Source: an optimization exercise on an open RTL-to-GDS flow (aim: small area). Production flows keep margins and buffers that such runs may drop.
The RTL was checked by simulation tests, not by an equivalence proof against the original design.
Power is estimated from default activity; no workload was simulated.

$ cat design/flow/config.mk
export PLATFORM = sky130hd
export DESIGN_NAME = canbox_bridge
export DESIGN_NICKNAME = canbox_bridge
export VERILOG_FILES = /design/flow/design.v
export SDC_FILE = /design/flow/constraint.sdc
export NUM_CORES = 4
export LEC_CHECK = 0
export ABC_AREA = 1
export CAP_MARGIN = 20
export CORE_MARGIN = 2
export CORE_UTILIZATION = 40
export SLEW_MARGIN = 20
$ cat design/flow/run.sh
#!/bin/bash
# synth_recipe.tcl (not shown) runs the flow's synth.tcl, then flattens the netlist and writes it again
# the make line also repeats each setting of config.mk as NAME=value (left out here)
make -C /OpenROAD-flow-scripts/flow DESIGN_CONFIG=/design/flow/config.mk WORK_HOME=/design/flow/orfs CLKGATE_MAP_FILE= SYNTH_SCRIPT=/design/flow/synth_recipe.tcl finish
$ cat design/flow/constraint.sdc
create_clock -name core_clock -period 30.0 [get_ports {clk}]
set_input_delay 6.0000 -clock core_clock [delete_from_list [all_inputs] [get_ports {clk}]]
set_output_delay 6.0000 -clock core_clock [all_outputs]
set_load 0.01 [all_outputs]
$ cat design/flow/design.v
module cbc_can_decode (
    input  wire [28:0] id,
    input  wire [3:0]  len,
    output wire        doors,
    output wire        rpm,
    output wire        odo,
    output wire        speed,
    output wire        fuel,
    output wire        temp,
    output wire        wheel,
    output wire        bonnet,
    output wire        short_frame
);
    wire [3:0] elen = len[3] ? 4'd8 : len;
    wire h350 = (id == 29'h350);
    wire h186 = (id == 29'h186);
    wire h5D7 = (id == 29'h5D7);
    wire h354 = (id == 29'h354);
    wire h6FB = (id == 29'h6FB);
    wire h5DA = (id == 29'h5DA);
    wire h0C6 = (id == 29'h0C6);
    wire h4F8 = (id == 29'h4F8);
    wire ge1 = (elen != 4'd0);
    wire ge2 = (elen >= 4'd2);
    wire ge4 = (elen >= 4'd4);
    wire ge6 = (elen >= 4'd6);
    wire ge8 = (elen == 4'd8);
    assign doors  = h350 & ge8;
    assign rpm    = h186 & ge2;
    assign odo    = h5D7 & ge6;
    assign speed  = h354 & ge2;
    assign fuel   = h6FB & ge4;
    assign temp   = h5DA & ge1;
    assign wheel  = h0C6 & ge2;
    assign bonnet = h4F8 & ge1;
    assign short_frame = (h350 & ~ge8) | ((h186 | h354 | h0C6) & ~ge2) | (h5D7 & ~ge6)
                       | (h6FB & ~ge4) | ((h5DA | h4F8) & ~ge1);
endmodule
module cbc_encoder (
    input  wire [5:0] pos,
    output reg  [7:0] cbyte,
    output reg        konst,
    output reg  [3:0] sw,
    output reg  [3:0] ew,
    output reg  [1:0] smode
);
    always @* begin
        cbyte = 8'h00; konst = 1'b0; sw = 4'd0; ew = 4'd0;
        case (pos)
            6'd0, 6'd36:                 begin konst = 1'b1; cbyte = 8'hFF; end
            6'd1, 6'd7, 6'd24, 6'd30:    begin konst = 1'b1; cbyte = 8'h2E; end
            6'd2, 6'd8, 6'd25:           begin konst = 1'b1; cbyte = 8'h41; end
            6'd3, 6'd10, 6'd26:          begin konst = 1'b1; cbyte = 8'h02; end
            6'd4:                        begin konst = 1'b1; cbyte = 8'h01; end
            6'd9:                        begin konst = 1'b1; cbyte = 8'h0D; end
            6'd15:                       begin konst = 1'b1; cbyte = 8'h04; end
            6'd16:                       begin konst = 1'b1; cbyte = 8'hB0; end
            6'd27:                       begin konst = 1'b1; cbyte = 8'h03; end
            6'd31:                       begin konst = 1'b1; cbyte = 8'h26; end
            6'd32:                       begin cbyte = 8'h02; sw = 4'd10; ew = 4'd10; end
            6'd5:                        begin sw = 4'd15; ew = 4'd15; end
            6'd6, 6'd23, 6'd29, 6'd35:   begin sw = 4'd0;  ew = 4'd0;  end
            6'd11:                       begin sw = 4'd7;  ew = 4'd7;  end
            6'd12:                       begin sw = 4'd8;  ew = 4'd8;  end
            6'd13:                       begin sw = 4'd5;  ew = 4'd5;  end
            6'd14:                       begin sw = 4'd4;  ew = 4'd4;  end
            6'd17:                       begin sw = 4'd6;  ew = 4'd7;  end
            6'd18:                       begin sw = 4'd6;  ew = 4'd6;  end
            6'd19:                       begin sw = 4'd12; ew = 4'd12; end
            6'd20:                       begin sw = 4'd13; ew = 4'd13; end
            6'd21:                       begin sw = 4'd14; ew = 4'd14; end
            6'd22, 6'd28:                begin sw = 4'd9;  ew = 4'd9;  end
            6'd33:                       begin sw = 4'd10; ew = 4'd10; end
            6'd34:                       begin sw = 4'd10; ew = 4'd11; end
            default: ;
        endcase
        case (pos)
            6'd0, 6'd1, 6'd6, 6'd7, 6'd23, 6'd24, 6'd29, 6'd30, 6'd35, 6'd36: smode = 2'd0;
            6'd2, 6'd8, 6'd25, 6'd31:                                         smode = 2'd1;
            default:                                                          smode = 2'd2;
        endcase
    end
endmodule
module canbox_bridge (
    input  wire        clk,
    input  wire        rst,           
    input  wire        rx_valid,
    output wire        rx_ready,
    input  wire [7:0]  rx_data,
    input  wire        can_valid,
    output wire        can_ready,
    input  wire [28:0] can_id,
    input  wire [3:0]  can_len,
    input  wire [63:0] can_data,
    input  wire        tick_valid,
    output wire        tick_ready,
    output wire        tx_valid,
    input  wire        tx_ready,
    output wire [7:0]  tx_data,
    input  wire        strict_chk,
    output reg         err_frame_too_large,
    output reg         err_checksum,
    output reg         err_can_short
);
    localparam [2:0] S_CLR = 3'd0, S_IDLE = 3'd1, S_PROC = 3'd2, S_INJ = 3'd3,
                     S_FILL = 3'd4, S_ADD = 3'd5, S_SEND = 3'd6;
    reg [127:0] r;           
    reg [6:0]   p;           
    reg [2:0]   st;
    reg         run;         
    reg [1:0]   src;         
    reg [5:0]   bpos;        
    reg [7:0]   tx;
    reg [6:0]   rem;         
    reg         br;          
    reg [3:0]   idx;         
    reg [4:0]   rc;          
    reg         ee;          
    reg         c6;          
    wire [2:0] k    = p[2:0];
    wire [3:0] win  = p[6:3];
    wire [3:0] kk   = p[3:0];
    wire       h    = r[0];
    wire       p127 = (p == 7'd127);
    wire c_doors, c_rpm, c_odo, c_sp, c_fuel, c_temp, c_wheel, c_bon, c_short;
    cbc_can_decode u_dec (
        .id(can_id), .len(can_len),
        .doors(c_doors), .rpm(c_rpm), .odo(c_odo), .speed(c_sp), .fuel(c_fuel),
        .temp(c_temp), .wheel(c_wheel), .bonnet(c_bon), .short_frame(c_short)
    );
    reg cb;
    always @* begin
        cb = 1'b0;
        case (p)
            7'd16: cb = can_data[7];
            7'd17: cb = can_data[6];
            7'd18: cb = can_data[5];
            7'd19: cb = can_data[4];
            7'd20: cb = can_data[3];
            7'd21: cb = can_data[2];
            7'd22: cb = can_data[1];
            7'd23: cb = can_data[0];
            7'd24: cb = can_data[15];
            7'd25: cb = can_data[14];
            7'd26: cb = can_data[13];
            7'd27: cb = can_data[12];
            7'd28: cb = can_data[11];
            7'd29: cb = can_data[10];
            7'd30: cb = can_data[9];
            7'd31: cb = can_data[8];
            7'd32: cb = can_data[8];
            7'd33: cb = can_data[9];
            7'd34: cb = can_data[10];
            7'd35: cb = can_data[11];
            7'd36: cb = can_data[12];
            7'd37: cb = can_data[13];
            7'd38: cb = can_data[14];
            7'd39: cb = can_data[15];
            7'd40: cb = can_data[0];
            7'd41: cb = can_data[1];
            7'd42: cb = can_data[2];
            7'd43: cb = can_data[3];
            7'd44: cb = can_data[4];
            7'd45: cb = can_data[5];
            7'd46: cb = can_data[6];
            7'd47: cb = can_data[7];
            7'd48: cb = can_data[0];
            7'd49: cb = can_data[1];
            7'd50: cb = can_data[2];
            7'd51: cb = can_data[3];
            7'd52: cb = can_data[4];
            7'd53: cb = can_data[5];
            7'd54: cb = can_data[6];
            7'd55: cb = can_data[7];
            7'd56: cb = can_data[7];
            7'd57: cb = can_data[6];
            7'd58: cb = can_data[5];
            7'd59: cb = can_data[4];
            7'd60: cb = can_data[3];
            7'd61: cb = can_data[2];
            7'd62: cb = can_data[1];
            7'd63: cb = can_data[0];
            7'd64: cb = can_data[15];
            7'd65: cb = can_data[14];
            7'd66: cb = can_data[13];
            7'd67: cb = can_data[12];
            7'd68: cb = can_data[11];
            7'd69: cb = can_data[10];
            7'd70: cb = can_data[9];
            7'd71: cb = can_data[8];
            7'd73: cb = can_data[31];
            7'd74: cb = can_data[30];
            7'd75: cb = can_data[29];
            7'd76: cb = can_data[28];
            7'd77: cb = can_data[27];
            7'd78: cb = can_data[26];
            7'd79: cb = can_data[25];
            7'd92: cb = can_data[23];
            7'd93: cb = can_data[22];
            7'd94: cb = can_data[21];
            7'd95: cb = can_data[20];
            7'd96: cb = can_data[19];
            7'd97: cb = can_data[18];
            7'd98: cb = can_data[17];
            7'd99: cb = can_data[16];
            7'd100: cb = can_data[31];
            7'd101: cb = can_data[30];
            7'd102: cb = can_data[29];
            7'd103: cb = can_data[28];
            7'd104: cb = can_data[27];
            7'd105: cb = can_data[26];
            7'd106: cb = can_data[25];
            7'd107: cb = can_data[24];
            7'd108: cb = can_data[39];
            7'd109: cb = can_data[38];
            7'd110: cb = can_data[37];
            7'd111: cb = can_data[36];
            7'd112: cb = can_data[35];
            7'd113: cb = can_data[34];
            7'd114: cb = can_data[33];
            7'd115: cb = can_data[32];
            7'd116: cb = can_data[47];
            7'd117: cb = can_data[46];
            7'd118: cb = can_data[45];
            7'd119: cb = can_data[44];
            7'd122: cb = can_data[3];
            7'd123: cb = can_data[35];
            7'd124: cb = can_data[57];
            7'd125: cb = can_data[57];
            7'd126: cb = can_data[51];
            7'd127: cb = can_data[53];
            default: cb = 1'b0;
        endcase
    end
    wire [7:0] cbyte;
    wire       konst;
    wire [3:0] sw, ew;
    wire [1:0] smode;
    cbc_encoder u_enc (.pos(bpos), .cbyte(cbyte), .konst(konst), .sw(sw), .ew(ew), .smode(smode));
    reg g_rx, g_can, g_tick;
    always @* begin
        g_rx = 1'b0; g_can = 1'b0; g_tick = 1'b0;
        if (st == S_IDLE && p127) begin
            case (src)
                2'd0: begin
                    if (rx_valid)        g_rx   = 1'b1;
                    else if (can_valid)  g_can  = 1'b1;
                    else if (tick_valid) g_tick = 1'b1;
                end
                2'd1: begin
                    if (can_valid)       g_can  = 1'b1;
                    else if (tick_valid) g_tick = 1'b1;
                    else if (rx_valid)   g_rx   = 1'b1;
                end
                default: begin
                    if (tick_valid)      g_tick = 1'b1;
                    else if (rx_valid)   g_rx   = 1'b1;
                    else if (can_valid)  g_can  = 1'b1;
                end
            endcase
        end
    end
    wire proc_rx  = (st == S_PROC) && (src == 2'd1);
    wire proc_can = (st == S_PROC) && (src == 2'd2);
    assign rx_ready   = proc_rx & p127;
    assign can_ready  = proc_can & p127;
    assign tick_ready = g_tick;
    assign tx_valid   = (st == S_SEND);
    assign tx_data    = tx;
    wire [7:0] b      = rx_data;
    wire f_wait = (idx == 4'd0);
    wire f_cmd  = (idx == 4'd1);
    wire f_len  = (idx == 4'd2);
    wire f_body = !f_wait && !f_cmd && !f_len;
    wire f_crc  = f_body && (rc == 5'd0);
    wire f_data = f_body && (rc != 5'd0);
    wire rxk    = b[k];
    wire rxkm   = b[~k];
    reg        div_first, div_w6;
    reg [6:0]  dv;
    reg        dx;
    wire [7:0] dt  = {div_first ? 7'd0 : {div_w6 ? 1'b0 : rem[6], rem[5:0]}, dx};
    wire       dge = (dt >= {1'b0, dv});
    wire [7:0] dtn = dge ? (dt - {1'b0, dv}) : dt;
    localparam [15:0] W_OFF = 16'h8084;
    localparam [7:0]  W_ADD = 8'd110;       
    localparam [7:0]  T_OFF = 8'h28;        
    wire useconst = konst | (bpos == 6'd32);
    wire f_fst  = konst ? (k == 3'd0) : ((win == sw) && (k == 3'd0));
    wire f_end  = konst ? (k == 3'd7) : ((win == ew) && (k == 3'd7));
    wire f_act  = run | f_fst;
    wire a_fst  = (p == 7'd0);
    wire a_end  = (p == 7'd7);
    wire a_act  = run | a_fst;
    wire       sgn  = rem[3];
    wire [2:0] m5   = rem[2:0];
    wire [15:0] negs = sgn ? ((m5 == 3'd0) ? 16'd0 : (16'd5 - {13'd0, m5})) : (16'd0 - {13'd0, m5});
    wire       t0   = (kk <= 4'd7)  ? h : sgn;
    wire       t1   = (kk == 4'd0)  ? 1'b0 : (kk <= 4'd8)  ? r[127] : sgn;
    wire       t3   = (kk <  4'd3)  ? 1'b0 : (kk <= 4'd10) ? r[125] : sgn;
    wire       t4   = (kk <  4'd4)  ? 1'b0 : (kk <= 4'd11) ? r[124] : sgn;
    wire [2:0] pbc  = (kk == 4'd0) ? 3'd0 : rem[6:4];
    wire [3:0] pbs  = {3'd0, t0} + {3'd0, t1} + {3'd0, t3} + {3'd0, t4} + {3'd0, negs[kk]} + {1'b0, pbc};
    wire       pbx  = pbs[0];
    wire       pby2 = (kk >= 4'd2) ? tx[6] : 1'b0;
    wire       pbb  = (kk == 4'd0) ? 1'b0 : br;
    wire       pby  = pbx ^ pby2 ^ pbb;
    wire       pbbo = (~pbx & (pby2 | pbb)) | (pby2 & pbb);
    reg [2:0] wt;
    always @* begin
        case (k)
            3'd0: wt = 3'd2; 3'd1: wt = 3'd4; 3'd2: wt = 3'd3; 3'd3: wt = 3'd1;
            3'd4: wt = 3'd2; 3'd5: wt = 3'd4; 3'd6: wt = 3'd3; default: wt = 3'd4;
        endcase
    end
    wire [2:0] pam  = (k == 3'd0) ? 3'd0 : rem[2:0];
    wire [3:0] pas  = {1'b0, pam} + {1'b0, wt};
    wire [2:0] pan  = h ? ((pas >= 4'd5) ? pas[2:0] - 3'd5 : pas[2:0]) : pam;
    reg       wr, wb;
    reg [7:0] tx_n;
    reg [6:0] rem_n;
    reg       br_n;
    reg       cin, tk, sb;
    wire      wheel_op = (proc_can && c_wheel) || (st == S_INJ);
    always @* begin
        wr = 1'b0; wb = 1'b0;
        tx_n = tx; rem_n = rem; br_n = br;
        div_first = 1'b0; div_w6 = 1'b0; dv = 7'd100; dx = cb;
        cin = 1'b0; tk = tx[k]; sb = 1'b0;
        case (st)
            S_CLR: begin
                wr = 1'b1; wb = 1'b0;
            end
            S_PROC, S_INJ: begin
                if (proc_rx) begin
                    if (win == 4'd1) begin
                        cin = (k == 3'd0) ? 1'b0 : br;
                        if (f_cmd) begin
                            wr = 1'b1; wb = rxk;
                        end else if (f_len || f_data) begin
                            wr = 1'b1; wb = h ^ rxk ^ cin;
                            br_n = (h & rxk) | (h & cin) | (rxk & cin);
                        end else if (f_crc) begin
                            br_n = ((k == 3'd0) ? 1'b1 : br) & (h ^ rxk);
                        end
                    end
                    if (win == 4'd2 || win == 4'd3) begin
                        if (f_wait && b == 8'h2E) begin
                            wr = 1'b1; wb = 1'b0;
                        end
                        if (f_body && ((win == 4'd2 && idx == 4'd7) || (win == 4'd3 && idx == 4'd8))) begin
                            wr = 1'b1; wb = rxkm;
                        end
                    end
                end else begin
                    if (wheel_op) begin
                        if (win == 4'd2 || win == 4'd3) begin
                            div_first = (p == 7'd16); div_w6 = 1'b1; dv = 7'd50;
                            dx = (st == S_INJ) ? h : cb;
                            tx_n = {tx[6:0], dge};
                            rem_n[5:0] = dtn[5:0];
                            br_n     = (div_first ? 1'b1 : br) & (dx == W_OFF[~kk]);
                            rem_n[6] = (div_first ? 1'b0 : rem[6]) | ((div_first ? 1'b1 : br) & ~dx & W_OFF[~kk]);
                        end
                        if (p == 7'd79)
                            br_n = rem[6] & (rem[5:0] != 6'd0);
                        if (win == 4'd10) begin
                            wr = 1'b1; wb = tk ^ W_ADD[k] ^ br;
                            br_n = (tk & W_ADD[k]) | (tk & br) | (W_ADD[k] & br);
                        end
                    end
                    if (proc_can && c_sp) begin
                        if (win == 4'd2 || win == 4'd3) begin
                            div_first = (p == 7'd16); dv = 7'd100;
                            rem_n = dtn[6:0];
                        end
                        if (win == 4'd4 || win == 4'd5) begin
                            sb  = (kk < 4'd7) ? rem[kk[2:0]] : 1'b0;
                            cin = (p == 7'd32) ? 1'b0 : br;
                            wr = 1'b1; wb = cb ^ sb ^ cin;
                            br_n = (~cb & (sb | cin)) | (sb & cin);
                        end
                    end
                    if (proc_can && c_rpm && p >= 7'd56 && p <= 7'd71) begin
                        div_first = (p == 7'd56); dv = 7'd10;
                        rem_n = dtn[6:0];
                        wr = 1'b1; wb = dge;
                    end
                    if (proc_can && c_odo && p >= 7'd92 && p <= 7'd119) begin
                        div_first = (p == 7'd92); dv = 7'd100;
                        rem_n = dtn[6:0];
                        wr = 1'b1; wb = dge;
                    end
                    if (proc_can && c_temp && win == 4'd6) begin
                        wr = 1'b1; wb = cb ^ T_OFF[k];
                    end
                    if (proc_can && c_fuel && p >= 7'd73 && p <= 7'd79) begin
                        wr = 1'b1; wb = cb;
                    end
                    if (proc_can && c_doors && p >= 7'd123) begin
                        wr = 1'b1; wb = cb;
                    end
                    if (proc_can && c_bon && p == 7'd122) begin
                        wr = 1'b1; wb = ~cb;
                    end
                end
            end
            S_FILL: if (f_act) begin
                if (useconst)
                    tx_n = {cbyte[k], tx[7:1]};
                case (bpos)
                    6'd5:  tx_n = {tx[6:0], (k >= 3'd2) & h};
                    6'd6, 6'd23, 6'd29, 6'd35:
                           tx_n = {~h, tx[7:1]};
                    6'd11: tx_n = {tx[6:0], (k >= 3'd3) & h};
                    6'd12, 6'd20, 6'd21:
                           tx_n = {tx[6:0], h};
                    6'd13, 6'd14:
                           tx_n = {h, tx[7:1]};
                    6'd17, 6'd18: begin
                        cin = (p == 7'd48) ? 1'b0 : br;
                        if (win == 4'd6) begin
                            br_n = T_OFF[k] ? (h | cin) : (~h & cin);
                            if (bpos == 6'd18) tx_n = {h ^ cin, tx[7:1]};
                        end else begin
                            tx_n = {br, tx[7:1]};
                        end
                    end
                    6'd19: tx_n = {tx[6:0], (k >= 3'd2) & h};
                    6'd22: begin
                        tx_n = {tx[6:0], (k != 3'd0) & h};
                        if (k == 3'd0) begin
                            rem_n[0] = h ^ r[1];
                            wr = 1'b1; wb = r[1];
                        end
                    end
                    6'd28: tx_n = {tx[6:0], (k == 3'd0) & h};
                    6'd32: begin
                        rem_n[2:0] = pan;
                        if (k == 3'd7) rem_n[3] = h;
                    end
                    6'd33, 6'd34: begin
                        tx_n = {pby, tx[7:1]};
                        rem_n[6:4] = pbs[3:1];
                        br_n = pbbo;
                    end
                    default: ;
                endcase
            end
            S_ADD: if (a_act) begin
                cin = (k == 3'd0) ? 1'b0 : br;
                sb  = (smode == 2'd1) ? 1'b0 : h;
                wr = 1'b1; wb = sb ^ tk ^ cin;
                br_n = (sb & tk) | (sb & cin) | (tk & cin);
            end
            default: ;
        endcase
    end
    always @(posedge clk)
        r <= {wr ? wb : h, r[127:1]};
    always @(posedge clk) begin
        tx  <= tx_n;
        rem <= rem_n;
        br  <= br_n;
    end
    wire c6n = (idx == 4'd4) ? (b == 8'hC6) : c6;
    always @(posedge clk) begin
        if (rst) begin
            p    <= 7'd0;
            st   <= S_CLR;
            run  <= 1'b0;
            src  <= 2'd0;
            bpos <= 6'd0;
            idx  <= 4'd0;
            rc   <= 5'd0;
            ee   <= 1'b0;
            c6   <= 1'b0;
            err_frame_too_large <= 1'b0;
            err_checksum        <= 1'b0;
            err_can_short       <= 1'b0;
        end else begin
            p <= p + 7'd1;
            err_frame_too_large <= 1'b0;
            err_checksum        <= 1'b0;
            err_can_short       <= 1'b0;
            case (st)
                S_CLR: if (p127) st <= S_IDLE;
                S_IDLE: begin
                    if (g_tick) begin
                        src <= 2'd0; bpos <= 6'd1; st <= S_FILL;
                    end else if (g_rx) begin
                        src <= 2'd1; st <= S_PROC;
                    end else if (g_can) begin
                        src <= 2'd2; st <= S_PROC;
                    end
                end
                S_PROC: if (p127) begin
                    st <= S_IDLE;
                    if (src == 2'd2) begin
                        err_can_short <= c_short;
                    end else if (f_wait) begin
                        if (b == 8'h2E) begin idx <= 4'd1; c6 <= 1'b0; end
                    end else if (f_cmd) begin
                        idx <= 4'd2; ee <= (b == 8'hEE);
                    end else if (f_len) begin
                        if (b > 8'd28) begin
                            err_frame_too_large <= 1'b1; idx <= 4'd0;
                        end else begin
                            idx <= 4'd3; rc <= b[4:0];
                        end
                    end else if (f_data) begin
                        rc <= rc - 5'd1;
                        if (idx != 4'd9) idx <= idx + 4'd1;
                        c6 <= c6n;
                    end else begin
                        idx <= 4'd0;
                        c6  <= c6n;
                        st  <= S_FILL;
                        bpos <= 6'd36;
                        if (strict_chk && !br) begin
                            err_checksum <= 1'b1;
                        end else if (ee) begin
                            bpos <= 6'd0;
                            if (c6n) st <= S_INJ;
                        end
                    end
                end
                S_INJ: if (p127) begin bpos <= 6'd0; st <= S_FILL; end
                S_FILL: begin
                    if (f_act && f_end) begin
                        run <= 1'b0;
                        st  <= (smode == 2'd0) ? S_SEND : S_ADD;
                    end else if (f_fst) run <= 1'b1;
                end
                S_ADD: begin
                    if (a_act && a_end) begin
                        run <= 1'b0; st <= S_SEND;
                    end else if (a_fst) run <= 1'b1;
                end
                S_SEND: if (tx_ready) begin
                    if (bpos == 6'd35 || bpos == 6'd36) st <= S_IDLE;
                    else begin
                        st <= S_FILL;
                        bpos <= (bpos == 6'd23) ? (rem[0] ? 6'd24 : 6'd30) : bpos + 6'd1;
                    end
                end
                default: st <= S_IDLE;
            endcase
        end
    end
endmodule
==> results.txt <==
Post-route DRC=0; Worst Skew=0.02104 ns; minimum clock period=13.51 ns; DRT Wirelength=33350 µm; CTS sink count=192; CTS Buf Count=17; chip height=169.7 µm; GRT Overall Usage=23.36%; DP HPWL=25060 µm; TNS Setup=0 ns; I/O pin total=127; Worst-Skew Late Latency=0.45 ns; Final #Nets=1801; register bit total from synthesis=192; Peak VDD IR=0.03938 mV; CP arrival=7.51 ns; CP startpoint kind=input port; DR WL/cell=16.76 µm; DRT iter0 DRCs=844; worst reg2reg setup slack=25.24 ns; largest net degree at the start of global routing=30; initial antenna violation count=0; initial cell density of the core=40.73%; Netlist cell types=62; outcome=complete, no violations; Commonest cells post-synth=nand2_1, nor2_1, inv_1; Setup crit end kind=output pin; CTS Hold Buffers Added=0; PortBufs=109; Cells after DPL=1958; Vias=10610; first-pass GRT wire length=53420 µm; RSZ-0062 raised after global routing=false; die width=169.7 µm; Net Count, Synth=1701; row cnt=60; Cell Area, Synth=10980 µm²; Slew headroom=35.56%; final hold violations=0; top cell type's share of synthesized area=32.09%; final clock period utilization by the worst path=45.03%; vias in the first global route=10110; htree depth=4; Avg Cell Area, Syn=7.147 µm²; Via density=5.333; Die ar.=28790 µm²; Seq/Total Area, Yosys=36.47%; Clock Path Buffers=2; YS warnings=2; Max Cap Viol=0; gpl congestion=0.9588; non-filler cells, final=1990; FFs w/ async S/R, synth=0%; Top FF cell, synth=dfxtp_1; Layout Utilization=47.99%; Leak=5.766 nW; P&R area growth vs syn=17.80%; Worst EP required=24.00 ns; Core Box Area=26950 µm²; root buffer cell=clkbuf_16; HP Class=reg -> reg; Power Dens Cells=64.58 nW/µm²; Setup CP Type=in -> out; GRT Residual Overflow=0; max-slew violations=0; top-count cell post-synth=nand2_1; Final setup viols=0; max frequency=74.03 MHz; PostCTS Resize Cnt=0; Post-synth EDFFs=16; top cells by area, synth=dfxtp_1, nand2_1, nor2_1; TritonCTS clock tree=built; postcts setup bufs=0; post-synth top area cell=dfxtp_1; Max FO, Critical Path=3; DRT antenna net count=0; Pre-Repair DR Iteration Count=5; layout cells sized above 1=7.944%; Synth Instances=1536; clock-pin slew on the worst setup and hold paths=0.09 ns; Worst-Margin Slew=0.9666 ns; diodes inserted=0
==> worst max-delay path: stages <==
cell and delay [ns]:
clkdlybuf4s50_1 0.43, inv_1 0.07, nor2_1 0.04, o21ai_0 0.19, nand3_2 0.14, inv_1 0.10, clkdlybuf4s50_1 0.53
==> per-layer routing <==
metal | vias up | share of wire, % | track usage [%]
met5 | - | 0 | 0
met4 | 0 | 2.4 | 7.135
met3 | 62 | 6.2 | 3.125
met2 | 407 | 46 | 39.02
met1 | 4886 | 46 | 31.44
li1 | 5258 | - | -
==> logic make-up (layout without fill, tap and decap cells) <==
kind of cell    after synthesis  in the layout  synth area share, %
xor+xnor                     15             15                1.197
buf+inv                     257            370                10.03
flops                       192            192                36.47
simple gates                734            734                29.92
fa+ha+maj                    53             53                6.724
compound gates              285            285                15.66
==> cell type report <==
| cell class | count | area (µm²) |
|---|---|---|
| Inverter | 222 | 847.1 |
| Timing Repair Buffer | 116 | 1144 |
| Sequential cell | 192 | 4004 |
| Multi-Input combinational cell | 1087 | 5873 |
| Fill cell | 2708 | 14020 |
| Clock inverter | 15 | 212.7 |
| Tap cell | 341 | 426.7 |
| Clock buffer | 17 | 425.4 |
==> through the flow <==
step | total power [mW] | instance area (µm²) | hold slack, ns | setup WS (ns)
floorplan | 0.5037 | 10980 | 0.3096 | 17.53
global placement | 0.5912 | 12290 | 0.3122 | 16.49
detailed placement | 0.5921 | 12290 | 0.3121 | 16.46
CTS | 0.8392 | 12930 | 0.3123 | 16.46
global route | 0.8874 | 12930 | 0.3300 | 16.40
finish | 0.8352 | 12930 | 0.3154 | 16.49
==> where the power goes <==
group,internal (mW),switching [mW],leakage (nW)
clock network,0.118,0.125,0.309
registers,0.287,0.0218,1.57
logic,0.101,0.182,3.89
==> path summary, 6_finish.rpt <==
kind / startpoint / to / cells past startpoint
setup / recovery: rx_valid / tick_ready / 7
hold / removal: r[52] / r[51] / 0
setup reg to reg: p[0] / tx[7] / 14
hold reg to reg: r[52] / r[51] / 0
==> state kept, by name (all words and copies together) (netlist names), 2 cells and up <==
| name | count |
|---|---|
| smode | 2 |
| cbyte | 7 |
| tx | 8 |
| bpos | 6 |
| rem | 7 |
| idx | 4 |
| p | 7 |
| rc | 5 |
| st | 3 |
| r | 128 |
| ew | 4 |
| src | 2 |
==> cell usage in the layout (no fill, tap or decap), types with 5 or more instances in the layout <==
master / instances
a211oi_1: 9
a21oi_1: 75
a221oi_1: 9
a22oi_1: 5
a31oi_1: 14
buf_4: 7
clkbuf_16: 17
clkdlybuf4s50_1: 109
dfxtp_1: 176
edfxtp_1: 16
fa_1: 10
ha_1: 43
inv_1: 189
inv_12: 5
inv_2: 26
inv_4: 5
nand2_1: 328
nand2_2: 16
nand3_1: 95
nand3_2: 12
nand4_1: 12
nor2_1: 201
nor2_2: 10
nor2_4: 10
nor3_1: 23
nor4_1: 10
o211ai_1: 16
o21ai_0: 84
o21ai_1: 24
o22ai_1: 9
o31ai_1: 8
xnor2_1: 6
xor2_1: 9

-- what the ideal ports hide --
The flow's constraints put no driver on any port. The routed layout listed below was extracted and timed again, unchanged, in two steps. Step 1: set_driving_cell puts a clkbuf_16 on clk and a buf_2 on each other input, an assumption about the parent block. Step 2 adds t to the input delays and takes it off the output delays; t is the mean of the earliest and latest rising clock arrival at the registers after step 1. Input paths then give back, and output paths get back, about the clock's delay inside the block. Three values: ideal ports, drivers, drivers and shift; two values: the first two.
shift t [ns]: 0.486
slack for setup (ns): 16.491 / 16.469 / 16.469
latest minus earliest clock arrival (ns): 0.022 / 0.023
slew at the worst register clock pin (ns): 0.09 / 0.09
After both steps this run still meets setup and hold. The setup slack of this run moves by -0.022 ns with the drivers and by -0.022 ns with both steps.
